Source: an optimization exercise on an open RTL-to-GDS flow (aim: small area and few clock cycles). Production flows keep margins and buffers that such runs may drop. The RTL was checked by simulation tests, not by an equivalence proof against the original design. Power and IR drop assume default switching activity.

==> flow/design.v (excerpt) <==
module bms_codec (
    input  wire        clk,
    input  wire        rst,
    input  wire        req_valid,
    output wire        req_ready,
    input  wire [31:0] req_word,
    input  wire        din_valid,
    output wire        din_ready,
    input  wire [7:0]  din_byte,
    output wire        rsp_valid,
    output wire [3:0]  rsp_status,
    output wire [31:0] rsp_value,
    output wire        rsd_valid,
    output wire [7:0]  rsd_byte,
    output wire        tx_valid,
    output wire [7:0]  tx_byte,
    output wire        rxf_valid,
    output wire [7:0]  rxf_byte
);
    localparam [7:0] PROTO_VER    = 8'h22;
    localparam [7:0] CID2_TIME    = 8'h4D;
    localparam [7:0] CID2_PVER    = 8'h4F;
    localparam [7:0] CID2_DADDR   = 8'h50;
    localparam [7:0] CID2_MANUF   = 8'h51;
    localparam [7:0] CID2_ANALOG0 = 8'h42;
    localparam [7:0] CID2_ANALOG1 = 8'h43;
    localparam [15:0] ANALOG_INFO = 16'h00FF;
    localparam [2:0] ST_OK        = 3'h0;
    localparam [2:0] ST_LEN_OVF   = 3'h1;
    localparam [2:0] ST_ZERO_CHK  = 3'h3;
    localparam [2:0] ST_MALFORMED = 3'h4;
    localparam [2:0] ST_BAD_VER   = 3'h5;
    localparam [2:0] ST_ILLEGAL   = 3'h6;
    localparam [2:0] ST_CAP_FAULT = 3'h7;
    localparam [3:0] K_LCHK = 4'd8;     
    localparam [3:0] K_CFGR = 4'd9;     
    localparam [3:0] K_PCHK = 4'd10;    
    localparam [3:0] K_ENC  = 4'd11;    
    localparam [3:0] K_RXF  = 4'd12;    
    localparam [3:0] K_PEEK = 4'd13;    
    localparam [1:0] M_DRAIN = 2'd0;
    localparam [1:0] M_PCHK  = 2'd1;
  ...
clock: 6.5 ns
lec_check: 0
cap_margin: 20
core_margin: 2
core_utilization: 60
cts_cluster_diameter: 80
cts_cluster_size: 30
gpl_routability_driven: 0
gpl_timing_driven: 0
place_density: 0.8
slew_margin: 20
standard.sh (not shown) runs the stock make flow with config.mk's settings and CLKGATE_MAP_FILE= SYNTH_SCRIPT=/design/flow/synth_recipe.tcl, a recipe that flattens the netlist after the stock synthesis.
==> flow/flow/run.sh <==
#!/bin/bash
# Layout flow: the standard flow (the standard.sh, all steps) with two
# changes to how the layout is made:
#  - ports are buffered with the smallest buffer (sky130_fd_sc_hd__buf_1)
#    instead of the delay buffer the resizer picks by default;
#  - clock tree synthesis inserts no dummy loads.
# Each tool's full output stays in the ORFS logs under orfs/logs/; the
# output of standard.sh itself goes to standard.log in this folder.
set -e
export BUFFER_PORTS_ARGS="-buffer_cell sky130_fd_sc_hd__buf_1"
export CTS_ARGS="-sink_clustering_enable -repair_clock_nets -sink_clustering_size 30 -sink_clustering_max_diameter 80 -dont_use_dummy_load"
bash standard.sh > standard.log 2>&1
The baseline produced a clean layout.
Testbench counts at the start, summed over its fixed seeds: cycles 22,607.
Next try:
--- a/flow/flow/run.sh
+++ b/flow/flow/run.sh
@@ -11 +11 @@
-export CTS_ARGS="-sink_clustering_enable -repair_clock_nets -sink_clustering_size 30 -sink_clustering_max_diameter 80 -dont_use_dummy_load"
+export CTS_ARGS="-sink_clustering_enable -repair_clock_nets -sink_clustering_size 30 -sink_clustering_max_diameter 80 -dont_use_dummy_load -buf_list {sky130_fd_sc_hd__clkbuf_8 sky130_fd_sc_hd__clkbuf_16}"
--- a/flow/config.mk
+++ b/flow/config.mk
@@ -10,0 +11 @@
+export CTS_BUF_LIST = sky130_fd_sc_hd__clkbuf_8 sky130_fd_sc_hd__clkbuf_16
@@ -13,2 +13,0 @@
-export GPL_ROUTABILITY_DRIVEN = 0
-export GPL_TIMING_DRIVEN = 0
The new run went through all stages and came out clean.
Worst setup slack is worse by 0.051 ns.
Clock-buffer cell count stays the same.
Die area is unchanged.
Utilization shrinks by 0.94 points.
Via count goes down by 3.9%.
Global-route usage decreases by 0.77 points.
Area after synthesis stays the same.
Sequential share of layout area climbs by 0.82 points.
Clock power stays flat.
Cell count is lower by 2.9%.
Next try:
--- a/flow/flow/run.sh
+++ b/flow/flow/run.sh
@@ -11 +11 @@
-export CTS_ARGS="-sink_clustering_enable -repair_clock_nets -sink_clustering_size 30 -sink_clustering_max_diameter 80 -dont_use_dummy_load -buf_list {sky130_fd_sc_hd__clkbuf_8 sky130_fd_sc_hd__clkbuf_16}"
+export CTS_ARGS="-sink_clustering_enable -repair_clock_nets -sink_clustering_size 30 -sink_clustering_max_diameter 80 -dont_use_dummy_load"
--- a/flow/config.mk
+++ b/flow/config.mk
@@ -11 +10,0 @@
-export CTS_BUF_LIST = sky130_fd_sc_hd__clkbuf_8 sky130_fd_sc_hd__clkbuf_16
Result: Cell area is unchanged. Core utilization is unchanged. Critical path depth is unchanged. Global-route usage stays the same. Die area does not change. Non-clock buffer count is unchanged. Worst hold slack is unchanged.

* * *

Another version of the RTL of bms_codec (not shown whole).
For scale: about 670 flip-flops, ~110 I/O pins, about 0.023 sq mm of cells after synthesis.
Settings: LEC_CHECK=0, CAP_MARGIN=20, CORE_MARGIN=2, CORE_UTILIZATION=40, PLACE_DENSITY=0.6, SLEW_MARGIN=20; clock period 6.5 ns.
run.sh (not shown) runs the stock make flow with config.mk's settings and CLKGATE_MAP_FILE= SYNTH_SCRIPT=/design/flow/synth_recipe.tcl, a recipe that flattens the netlist after the stock synthesis.
Stock flow here: none of the scripts above is used.
The starting point finished clean.
Testbench counts at the start, summed over its fixed seeds: cycles 22,536.
Edit:
- CTS_CLUSTER_DIAMETER: not set -> 90
- CTS_CLUSTER_SIZE: not set -> 36
=>
- non-clock buffer count is unchanged
- routed wire length shrinks by 3.3%
- sequential power hardly moves
Edit:
==> flow/flow/run.sh (new file) <==
#!/bin/bash
# Layout flow: the standard flow (the standard.sh, all steps) with two
# changes to how the layout is made:
#  - ports are buffered with the smallest buffer (sky130_fd_sc_hd__buf_1)
#    instead of the delay buffer the resizer picks by default;
#  - clock tree synthesis inserts no dummy loads.
# Each tool's full output stays in the ORFS logs under orfs/logs/; the
# output of standard.sh itself goes to standard.log in this folder.
set -e
export BUFFER_PORTS_ARGS="-buffer_cell sky130_fd_sc_hd__buf_1"
export CTS_ARGS="-sink_clustering_enable -repair_clock_nets -sink_clustering_size 30 -sink_clustering_max_diameter 80 -dont_use_dummy_load"
bash standard.sh > standard.log 2>&1
==> flow/standard.sh (new file) <==
#!/bin/bash
# synth_recipe.tcl (not shown) runs the flow's synth.tcl, then flattens the netlist and writes it again
# the make line also repeats each setting of config.mk as NAME=value (left out here)
make -C /OpenROAD-flow-scripts/flow DESIGN_CONFIG=/design/flow/config.mk WORK_HOME=/design/flow/orfs CLKGATE_MAP_FILE= SYNTH_SCRIPT=/design/flow/synth_recipe.tcl "${@:-finish}"
- CTS_CLUSTER_DIAMETER: 90 -> 80
- CTS_CLUSTER_SIZE: 36 -> 30
removed: flow/run.sh
- The changed run passed the timing, DRC and antenna checks
- sequential power barely changes
- clock-buffer cell count went up by 4
- combinational power decreases by 7.8%
- via count goes down by 0.78%
- setup slack gets worse by 0.11 ns
- hold slack degrades by 0.081 ns
- area after synthesis is unchanged
- cell area came out lower by 3.1%
- register-to-register slack is worse by 0.11 ns
- power went down by 1.6%
- die area does not change
Edit:
==> flow/run.sh (new file) <==
#!/bin/bash
# synth_recipe.tcl (not shown) runs the flow's synth.tcl, then flattens the netlist and writes it again
# the make line also repeats each setting of config.mk as NAME=value (left out here)
make -C /OpenROAD-flow-scripts/flow DESIGN_CONFIG=/design/flow/config.mk WORK_HOME=/design/flow/orfs CLKGATE_MAP_FILE= SYNTH_SCRIPT=/design/flow/synth_recipe.tcl finish
- ABC_AREA: not set -> 1
- CTS_CLUSTER_DIAMETER: 80 -> not set
- CTS_CLUSTER_SIZE: 30 -> not set
removed: flow/flow/run.sh
removed: flow/standard.sh
Result: Setup slack improved by 0.19 ns. Critical path depth came out lower by 1. Count of clock-buffer cells in the layout went up by 59. Sequential power grows slightly. Sequential cell count does not change. Final area rose by a little under a tenth. Combinational power grows to 3.7 times its value. Maximum frequency went up by a few percent.

* * *

bms_codec again, from the RTL that the note above started with.
// bms_codec
module bms_codec (
    input  wire        clk,
    input  wire        rst,
    input  wire        req_valid,
    output wire        req_ready,
    input  wire [31:0] req_word,
    input  wire        din_valid,
    output wire        din_ready,
    input  wire [7:0]  din_byte,
    output wire        rsp_valid,
    output wire [3:0]  rsp_status,
    output wire [31:0] rsp_value,
    output wire        rsd_valid,
    output wire [7:0]  rsd_byte,
    output wire        tx_valid,
    output wire [7:0]  tx_byte,
    output wire        rxf_valid,
    output wire [7:0]  rxf_byte
);
export LEC_CHECK = 0
export CAP_MARGIN = 20
export CORE_MARGIN = 2
export CORE_UTILIZATION = 40
export CTS_BUF_LIST = sky130_fd_sc_hd__clkbuf_4 sky130_fd_sc_hd__clkbuf_8
export PLACE_DENSITY = 0.6
export SLEW_MARGIN = 20
create_clock -name core_clock -period 6.5 [get_ports {clk}]
Stock flow here: none of the scripts above is used.
The first run completed with no timing, DRC or antenna violations.
Testbench counts at the start, summed over its fixed seeds: cycles 22,536.
==> next run, changes <==
--- a/flow/config.mk
+++ b/flow/config.mk
@@ -8,6 +8,7 @@
 export CAP_MARGIN = 20
 export CORE_MARGIN = 2
-export CORE_UTILIZATION = 40
-export CTS_BUF_LIST = sky130_fd_sc_hd__clkbuf_4 sky130_fd_sc_hd__clkbuf_8
-export PLACE_DENSITY = 0.6
+export CORE_UTILIZATION = 60
+export CTS_CLUSTER_DIAMETER = 80
+export CTS_CLUSTER_SIZE = 30
+export PLACE_DENSITY = 0.8
 export SLEW_MARGIN = 20
Synthesized area does not change.
Sequential share of layout area climbs by 3.8 points.
Wire length is lower by a few percent.
Worst hold slack gets better by 26 ps.
==> next run, changes <==
--- a/flow/config.mk
+++ b/flow/config.mk
@@ -8,7 +8,7 @@
 export CAP_MARGIN = 20
 export CORE_MARGIN = 2
-export CORE_UTILIZATION = 60
+export CORE_UTILIZATION = 40
 export CTS_CLUSTER_DIAMETER = 80
 export CTS_CLUSTER_SIZE = 30
-export PLACE_DENSITY = 0.8
+export PLACE_DENSITY = 0.6
 export SLEW_MARGIN = 20
=> Worst setup slack improved by 86 ps. Power climbs by about 3%. Hold slack is worse by 6.6 ps. Global-route usage went down by 8.1 points. Sequential power is about the same. Synthesized cell count does not change. Maximum frequency is higher by about 1.4%. Sequential share of layout area fell by 1.2 points. Flip-flop and latch count stays the same.

* * *

Setup of branch yarrow:
bms_codec, a different RTL version from the one above (not shown whole).
For scale: ~2000 cells after synthesis, roughly 680 flip-flops, ~0.024 mm² of cells after synthesis.
// bms_codec
module bms_codec (
    input  wire        clk,
    input  wire        rst,
    input  wire        req_valid,
    output wire        req_ready,
    input  wire [31:0] req_word,
    input  wire        din_valid,
    output wire        din_ready,
    input  wire [7:0]  din_byte,
    output wire        rsp_valid,
    output wire [3:0]  rsp_status,
    output wire [31:0] rsp_value,
    output wire        rsd_valid,
    output wire [7:0]  rsd_byte,
    output wire        tx_valid,
    output wire [7:0]  tx_byte,
    output wire        rxf_valid,
    output wire [7:0]  rxf_byte
);
    localparam [7:0] PROTO_VER    = 8'h22;
    localparam [7:0] CID2_TIME    = 8'h4D;
    localparam [7:0] CID2_PVER    = 8'h4F;
    localparam [7:0] CID2_DADDR   = 8'h50;
    localparam [7:0] CID2_MANUF   = 8'h51;
    localparam [7:0] CID2_ANALOG0 = 8'h42;
    localparam [7:0] CID2_ANALOG1 = 8'h43;
    localparam [15:0] ANALOG_INFO = 16'h00FF;
    localparam [2:0] ST_OK        = 3'h0;
    localparam [2:0] ST_LEN_OVF   = 3'h1;
    localparam [2:0] ST_ZERO_CHK  = 3'h3;
    localparam [2:0] ST_MALFORMED = 3'h4;
    localparam [2:0] ST_BAD_VER   = 3'h5;
    localparam [2:0] ST_ILLEGAL   = 3'h6;
    localparam [2:0] ST_CAP_FAULT = 3'h7;
    localparam [3:0] K_LCHK = 4'd8;     
    localparam [3:0] K_CFGR = 4'd9;     
    localparam [3:0] K_PCHK = 4'd10;    
    localparam [3:0] K_ENC  = 4'd11;    
    localparam [3:0] K_RXF  = 4'd12;    
    localparam [3:0] K_PEEK = 4'd13;    
    localparam [1:0] M_DRAIN = 2'd0;
    localparam [1:0] M_PCHK  = 2'd1;
    localparam [1:0] M_PUSH  = 2'd2;
    localparam integer LSW = 3;
    localparam integer LSR = 2;
    reg  [7:0]  cfg_addr;
    reg         cfg_soi_sel;
    reg         cfg_len_dbl;
    reg         cfg_chk_dbl;
    reg         fault;
    reg  [511:0] ring;
    reg  [5:0]  rd;
    reg  [6:0]  rx_len;
    reg         rx_b0ok;      
    reg         rx_b1ok;      
    reg         rx_last0d;    
    reg  [3:0]  q_v;
    reg  [3:0]  q_kind [0:3];
    reg  [1:0]  q_rp, q_wp;
    reg  [3:0]  lchk_val;
    reg  [6:0]  rxf_len;
  ...
Settings: LEC_CHECK=0, CAP_MARGIN=20, CORE_MARGIN=2, CORE_UTILIZATION=60, CTS_CLUSTER_DIAMETER=80, CTS_CLUSTER_SIZE=30, PLACE_DENSITY=0.8, SLEW_MARGIN=20; clock period 6.5 ns.
Testbench counts of branch yarrow, summed over its fixed seeds: cycles 22,536.
The following lists how branch tundra was set up differently from branch yarrow:
==> flow/flow/run.sh (new file) <==
#!/bin/bash
# Layout flow: the standard flow (the standard.sh, all steps) with two
# changes to how the layout is made:
#  - ports are buffered with the smallest buffer (sky130_fd_sc_hd__buf_1)
#    instead of the delay buffer the resizer picks by default;
#  - clock tree synthesis inserts no dummy loads.
# Each tool's full output stays in the ORFS logs under orfs/logs/; the
# output of standard.sh itself goes to standard.log in this folder.
set -e
export BUFFER_PORTS_ARGS="-buffer_cell sky130_fd_sc_hd__buf_1"
export CTS_ARGS="-sink_clustering_enable -repair_clock_nets -sink_clustering_size 30 -sink_clustering_max_diameter 80 -dont_use_dummy_load"
bash standard.sh > standard.log 2>&1
==> flow/standard.sh (new file) <==
#!/bin/bash
# synth_recipe.tcl (not shown) runs the flow's synth.tcl, then flattens the netlist and writes it again
# the make line also repeats each setting of config.mk as NAME=value (left out here)
make -C /OpenROAD-flow-scripts/flow DESIGN_CONFIG=/design/flow/config.mk WORK_HOME=/design/flow/orfs CLKGATE_MAP_FILE= SYNTH_SCRIPT=/design/flow/synth_recipe.tcl "${@:-finish}"
removed: flow/run.sh
--- outcome ---
- Routed wirelength normalized by instance count of branch tundra exceeds that of branch yarrow slightly.
- Against branch yarrow, branch tundra comes in 16 lower on number of cells in the design after placement.
- Re post-synthesis to final-layout area growth: branch tundra is 4.0 points down on branch yarrow.
- [branch tundra] proportion of total power due to net switching fell 1.2 points relative to branch yarrow
- Summary of branch tundra over branch yarrow: first-pass GRT wire length lower, final worst-path cycle share lower, total power lower, setup slack higher, final wirelength lower.

==> port drivers added, routing unchanged <==
The results above use ideal ports. As a check the final layouts listed here were re-extracted and re-timed, cells and wires unchanged.
Step 1, drivers: a clkbuf_16 drives clk and a buf_2 each remaining input, both assumed.
Step 2 times the ports against the registers' clock, not the clock port: input delays grow and output delays shrink by t, the midpoint of the rising clock arrivals with the driver on.
a / b / c = ideal / step 1 / step 2; a / b = the first two.
| run | shift t [ns] | setup slack, ns | latest minus earliest clock arrival (ns) | worst data-port slew with drivers (ns) |
|---|---|---|---|---|
| the first run of note 1 | 0.637 | 0.493 / 0.493 / 0.493 | 0.074 / 0.073 | 0.05 |
| the second run of note 1 | 0.635 | 0.442 / 0.442 / 0.442 | 0.062 / 0.062 | 0.05 |
| the third run of note 1 | 0.635 | 0.442 / 0.442 / 0.442 | 0.062 / 0.062 | 0.05 |
| the first run of note 2 | 0.659 | 0.486 / 0.503 / -0.136 | 0.019 / 0.018 | 0.06 |
| the second run of note 2 | 0.671 | 0.536 / 0.536 / -0.079 | 0.041 / 0.041 | 0.06 |
| the third run of note 2 | 0.594 | 0.425 / 0.425 / -0.053 | 0.102 / 0.103 | 0.08 |
| the fourth run of note 2 | 0.657 | 0.618 / 0.577 / 0.137 | 0.021 / 0.021 | 0.06 |
| the first run of note 3 | 0.763 | 0.454 / 0.454 / -0.119 | 0.048 / 0.048 | 0.06 |
| the second run of note 3 | 0.670 | 0.403 / 0.435 / -0.235 | 0.028 / 0.028 | 0.07 |
| the third run of note 3 | 0.623 | 0.488 / 0.520 / -0.098 | 0.055 / 0.055 | 0.06 |
| branch yarrow | 0.683 | 0.250 / 0.239 / -0.444 | 0.032 / 0.032 | 0.08 |
| branch tundra | 0.641 | 0.328 / 0.341 / -0.301 | 0.080 / 0.081 | 0.07 |
Met with ideal ports but missed after step 2: setup timing in 8 of these runs. The setup slack of branch yarrow, which loses most, moves by -0.011 ns with the drivers and by -0.694 ns with both steps.
